This is an optimization exercise on Yosys and OpenROAD, whose aim is small area, a short achievable clock period and few clock cycles per item, not a production implementation. Function was checked by simulation only, so behaviour that the tests miss may differ from the original.

$ cat design/flow/design.v
module fp32_add (
    input  wire [31:0] a,
    input  wire [31:0] b,
    output reg  [31:0] y
);
    wire        a_ge = (a[30:0] >= b[30:0]);
    wire [31:0] x = a_ge ? a : b;
    wire [31:0] z = a_ge ? b : a;
    wire [7:0]  ex = (x[30:23] == 8'd0) ? 8'd1 : x[30:23];
    wire [7:0]  ez = (z[30:23] == 8'd0) ? 8'd1 : z[30:23];
    wire [23:0] mx = {x[30:23] != 8'd0, x[22:0]};
    wire [23:0] mz = {z[30:23] != 8'd0, z[22:0]};
    wire [7:0]  d  = ex - ez;
    wire        sub = x[31] ^ z[31];
    wire [26:0] big   = {mx, 3'b000};
    wire [26:0] zext  = {mz, 3'b000};
    reg  [26:0] sml;
    reg  [26:0] lost_mask;
    always @* begin
        lost_mask = (27'd1 << d[4:0]) - 27'd1;
        if (d >= 8'd27) begin
            sml = {26'd0, |mz};
        end else begin
            sml = zext >> d;
            sml[0] = sml[0] | (|(zext & lost_mask));
        end
    end
    wire [27:0] s = sub ? ({1'b0, big} - {1'b0, sml}) : ({1'b0, big} + {1'b0, sml});
    reg [4:0] lz;
    integer i;
    always @* begin
        lz = 5'd27;
        for (i = 0; i <= 26; i = i + 1)
            if (s[i]) lz = 26 - i;
    end
    reg  [26:0] m;
    reg  [8:0]  e;
    reg  [4:0]  sh;
    reg         rnd;
    reg  [31:0] res;
    always @* begin
        m = 27'd0;
        e = 9'd0;
        sh = 5'd0;
        if (s[27]) begin
            m = {s[27:2], s[1] | s[0]};
            e = {1'b0, ex} + 9'd1;
        end else begin
            if ({3'b000, lz} < ex)
                sh = lz;
            else
                sh = ex[4:0] - 5'd1;
            m = s[26:0] << sh;
            e = {1'b0, ex} - {4'd0, sh};
            if (!m[26])
                e = 9'd0;
        end
        rnd = m[2] & (m[1] | m[0] | m[3]);
        res = {x[31], e[7:0], m[25:3]} + {31'd0, rnd};
        if (s == 28'd0)
            y = sub ? 32'd0 : {x[31], 31'd0};
        else if (e >= 9'd255)
            y = {x[31], 8'hff, 23'd0};
        else
            y = res;
    end
endmodule
module fp32_mul (
    input  wire [31:0] a,
    input  wire [31:0] b,
    output reg  [31:0] y
);
    wire        sign = a[31] ^ b[31];
    wire [7:0]  ea = (a[30:23] == 8'd0) ? 8'd1 : a[30:23];
    wire [7:0]  eb = (b[30:23] == 8'd0) ? 8'd1 : b[30:23];
    wire [23:0] ma = {a[30:23] != 8'd0, a[22:0]};
    wire [23:0] mb = {b[30:23] != 8'd0, b[22:0]};
    wire [47:0] p  = ma * mb;
    reg [5:0] lz;
    integer i;
    always @* begin
        lz = 6'd48;
        for (i = 0; i <= 47; i = i + 1)
            if (p[i]) lz = 47 - i;
    end
    reg  signed [10:0] e;
    reg         [47:0] pn;
    reg         [10:0] rsh;
    reg                sticky;
    reg                rnd;
    reg         [31:0] res;
    always @* begin
        pn = p << lz;
        e  = $signed({3'b000, ea}) + $signed({3'b000, eb}) - 11'sd126 - $signed({5'd0, lz});
        sticky = 1'b0;
        rsh = 11'd0;
        if (e <= 0) begin
            rsh = 11'd1 - e;
            if (rsh >= 11'd48) begin
                sticky = |pn;
                pn = 48'd0;
            end else begin
                sticky = |(pn & ((48'd1 << rsh) - 48'd1));
                pn = pn >> rsh;
            end
            e = 11'sd0;
        end
        rnd = pn[23] & ((|pn[22:0]) | sticky | pn[24]);
        res = {sign, e[7:0], pn[46:24]} + {31'd0, rnd};
        if (a[30:0] == 31'd0 || b[30:0] == 31'd0)
            y = {sign, 31'd0};
        else if (e >= 11'sd255)
            y = {sign, 8'hff, 23'd0};
        else
            y = res;
    end
endmodule
module fp32_lt (
    input  wire [31:0] a,
    input  wire [31:0] b,
    output reg         lt
);
    always @* begin
        if (a[30:0] == 31'd0 && b[30:0] == 31'd0)
            lt = 1'b0;
        else if (a[31] != b[31])
            lt = a[31];
        else if (!a[31])
            lt = a[30:0] < b[30:0];
        else
            lt = a[30:0] > b[30:0];
    end
endmodule
module level_meter (
    input  wire        clk,
    input  wire        rst,
    input  wire        in_valid,
    output wire        in_ready,
    input  wire [31:0] in_sample,
    input  wire [31:0] cfg_attack,
    input  wire [31:0] cfg_decay,
    input  wire [31:0] cfg_min,
    input  wire [31:0] cfg_max,
    output reg         out_valid,
    output reg  [31:0] level
);
    assign in_ready = 1'b1;
    wire [31:0] instant = {1'b0, in_sample[30:0]};
    wire rising;
    fp32_lt u_cmp (.a(level), .b(instant), .lt(rising));
    wire [31:0] alpha = rising ? cfg_attack : cfg_decay;
    wire [31:0] diff;
    wire [31:0] step;
    wire [31:0] next;
    fp32_add u_sub (.a(instant), .b({~level[31], level[30:0]}), .y(diff));
    fp32_mul u_mul (.a(alpha), .b(diff), .y(step));
    fp32_add u_add (.a(level), .b(step), .y(next));
    wire below, above;
    fp32_lt u_lo (.a(next), .b(cfg_min), .lt(below));
    fp32_lt u_hi (.a(cfg_max), .b(next), .lt(above));
    wire [31:0] clamped = below ? cfg_min : (above ? cfg_max : next);
    always @(posedge clk) begin
        if (rst) begin
            out_valid <= 1'b0;
            level     <= cfg_min;
        end else begin
            out_valid <= in_valid;
            if (in_valid)
                level <= clamped;
        end
    end
endmodule
$ cat design/flow/run.sh
#!/bin/bash
# synth_recipe.tcl (not shown) runs the flow's synth.tcl, then flattens the netlist and writes it again
# the make line also repeats each setting of config.mk as NAME=value (left out here)
make -C /OpenROAD-flow-scripts/flow DESIGN_CONFIG=/design/flow/config.mk WORK_HOME=/design/flow/orfs CLKGATE_MAP_FILE= SYNTH_SCRIPT=/design/flow/synth_recipe.tcl finish
$ cat design/flow/config.mk
export PLATFORM = sky130hd
export DESIGN_NAME = level_meter
export DESIGN_NICKNAME = level_meter
export VERILOG_FILES = /design/flow/design.v
export SDC_FILE = /design/flow/constraint.sdc
export NUM_CORES = 4
export LEC_CHECK = 0
export CAP_MARGIN = 20
export CORE_MARGIN = 2
export CORE_UTILIZATION = 40
export SLEW_MARGIN = 20
$ cat design/flow/constraint.sdc
create_clock -name core_clock -period 75.0 [get_ports {clk}]
set_input_delay 15.0000 -clock core_clock [delete_from_list [all_inputs] [get_ports {clk}]]
set_output_delay 15.0000 -clock core_clock [all_outputs]
set_load 0.01 [all_outputs]
==> metrics.cfg <==
[status]
status = finished clean

[worst_setup_path]
critical_path.slowest_cell = fa_1
critPathLaunchType = input port
crit_type = in2reg
crit_path_max_incr_delay_ns = 1.05
critPathCaptureType = register
critPathTopFamily = compound AO/OA/AOI/OAI gates
critPathMaxFanout = 26
crit_path_frequent_cell = nor2_1
cp_num_buf_inv = 27
cp.arrival_ns = 71.44
worstPathRequired_ns = 74.99

[clock_tree]
worstSkewPairLatency_ns = 0.29
cts.sinks = 33
numCtsBuffers = 5
htreeDepth = 2
clk_path_buf_depth = 2
cts_hold_buf = 0
cts-root-buf = clkbuf_16
cts_tree = built
path_clk_slew_ns = 0.06

[logic_synthesis]
seq_area_frac_synth_pct = 1.63
avgSynthCellArea_sq_um = 7.05
ys_ff_latch = 33
synthFlopType = edfxtp_1
syn_inst = 8556
ys_types = 155
synth.largest_area_cell = fa_1
syn_area_sq_um = 60300
synth_top_area_share_pct = 16.3
synth_edf_count = 32
ys_top_cells_by_area = fa_1 (16%), ha_1 (9.5%), nand2_1 (7.6%)
ys_warn_count = 4
syn_nets = 9668
synthArstFlopShare_pct = 0
synth_common_cells = nand2_1 (1217), nor2_1 (805), inv_1 (648)
yosysMostFrequentCell = nand2_1

[floorplan]
core_area_sq_um = 150000
die_x_um = 392
dieHeight_um = 392
rows = 142
start_util_pct = 40.3
io_pins = 197
die_area_sq_um = 154000

[final_layout]
final_nets = 9710
drive_gt1_share_pct = 9.13
utilization_pct = 43.9
n_fill_cell = 15710
synthToLayoutAreaGrowth_pct = 8.96

[route]
firstDrtPassIters = 6
wl_per_cell_um = 28.0
wirelength_um = 297000
drc = 0
drt-initial-drc-count = 8464
drt-vias-per-instance = 6.63
num_vias = 70445
drtAntennaViolNets = 0

[sta]
min_period_ns = 71.45
tightest_slew_ns = 1.22
period_share_pct = 95.3
setup_slack_ns = 3.55
fin_skew_ns = 0.0137
final_hold_viol_count = 0
finalSetupViolations = 0
slew_viol_final = 0
tns_ns = 0
hold_slack_ns = 1.66
fmax_ghz = 0.0140
relSlewSlack_pct = 16.7

[global_route]
grt_max_degree = 78
grt_antenna_before_repair = 9
grt_pass1_vias = 67093
track_usage_pct = 37.3
grt_pass1_wl_um = 441000
gr-total-overflow = 0

[hold_path]
min_path_type = reg2reg

[placement]
gp_congestion = 1.04
dp_hpwl_um = 239000
pre_cts_slack_ns = 0.946
portBuffers = 194

[job]
drv_cap = 0

[placed cells by master (no fill, tap or decap), types with 47 or more instances in the layout]
cell / Yosys / final
o31ai_1: 56 / 54
or2_2: 49 / 49
inv_1: 648 / 647
o21bai_1: 48 / 47
or3_1: 73 / 73
nor3_1: 242 / 236
o211ai_1: 93 / 93
ha_1: 459 / 453
o21ai_0: 446 / 442
nor2b_1: 66 / 65
xnor2_1: 155 / 150
mux2i_1: 222 / 218
a21oi_1: 480 / 475
nor2_1: 805 / 791
nor4_1: 92 / 88
nand2_1: 1217 / 1216
and2_1: 85 / 84
fa_1: 490 / 490
a211oi_1: 118 / 116
clkdlybuf4s50_1: 0 / 194
o21ai_1: 68 / 69
nand2b_1: 101 / 100
a31oi_1: 123 / 123
nand3_1: 249 / 249
xor2_1: 68 / 64
mux2_2: 65 / 65
a22oi_1: 65 / 65
o22ai_1: 80 / 78
and3_1: 93 / 91
buf_4: 58 / 353
nand4_1: 146 / 146
a21o_1: 102 / 101
[final cells by class]
cell class / count / area [sq um] / area share (%)
timing repair inverter: 1 / 5.00 / 0.00761
tap: 2016 / 2520 / 3.84
sequential: 33 / 981 / 1.49
timing repair buffer: 552 / 4670 / 7.11
clock buffer: 6 / 129 / 0.196
multi-input combinational: 7334 / 54900 / 83.5
inverter: 671 / 2530 / 3.85
clock inverter: 1 / 3.75 / 0.00571
antenna: 4 / 10.0 / 0.0152
[worst paths after layout]
kind	cells past startpoint	slack [ns]	end	startpoint
min	5	1.66	level[31]$_DFFE_PP_	level[31]$_DFFE_PP_
max reg2reg	259	18.30	level[11]$_DFFE_PP_	level[28]$_DFFE_PP_
min reg2reg	5	1.66	level[31]$_DFFE_PP_	level[31]$_DFFE_PP_
max	261	3.55	level[11]$_DFFE_PP_	in_sample[14]
[state kept, by name, indices dropped and copies added (netlist names)]
signal and flops:
level 32, out_valid 1
[worst register-to-register path: cells and delay by family, from the launching register on]
kind / cells / cell delay (ns)
flops: 1 / 0.65
buf+inv: 25 / 4.82
mux: 1 / 0.39
compound gates: 98 / 20.57
xor+xnor: 3 / 0.65
simple gates: 107 / 19.58
fa+ha+maj: 25 / 9.76
[stage by stage]
step / instance area, sq um / std cells
after floorplan: 60300 / 8556
after global placement: 65100 / 10584
after detailed placement: 65100 / 10584
after CTS: 65300 / 10591
after global routing: 65700 / 10615
final: 65700 / 10618
[cells by family after synthesis]
kind of cell               after synthesis  share of synthesized area (%)
xor gates and xnor gates               226                           3.32
buffers and inverters                 1190                           8.20
other                                    1                        0.00622
DFF                                     33                           1.63
AOI/OAI and AO/OA                     2423                           28.0
adders and majority gates              949                           25.8
and+or+nand+nor                       3406                           26.8
muxes                                  328                           6.27
[metal layers]
metal  up-vias  share of wire [%]  track usage (%)  wire length, um
li1      31146                  -                -                -
met3       766                9.9             7.17            29400
met1     34471                 42             50.6           124000
met5         -              0.023                0               69
met4        10                5.2             16.0            15600
met2      4052                 43             57.5           128000
[what timing repair did]
item	CTS	global route
setup buffers	0	20
gates resized for setup	0	59
endpoints found under the setup margin	0	32
Testbench counts, summed over its fixed seeds: cycles 16,000, items 16,000.

[separate check: timing with driven ports]
In the flow no input, the clock included, has a driving cell. The finished layout below was timed again as built, in two steps.
Step 1 sets driving cells, clkbuf_16 on the clock port and buf_2 on the other inputs (assumed; they add their load-dependent delay and slew).
Step 2 times the ports against the registers' clock, not the clock port: input delays grow and output delays shrink by t, the midpoint of the rising clock arrivals with the driver on.
Slacks: ideal / step 1 / step 2; pairs: ideal / step 1.
shift t [ns]: 0.312
slack for setup (ns): 3.554 / 3.438 / 3.126
hold WS [ns]: 1.663 / 1.663 / 1.663
After both steps setup and hold are still met in this run. The setup slack of this run moves by -0.116 ns with the drivers and by -0.428 ns with both steps.
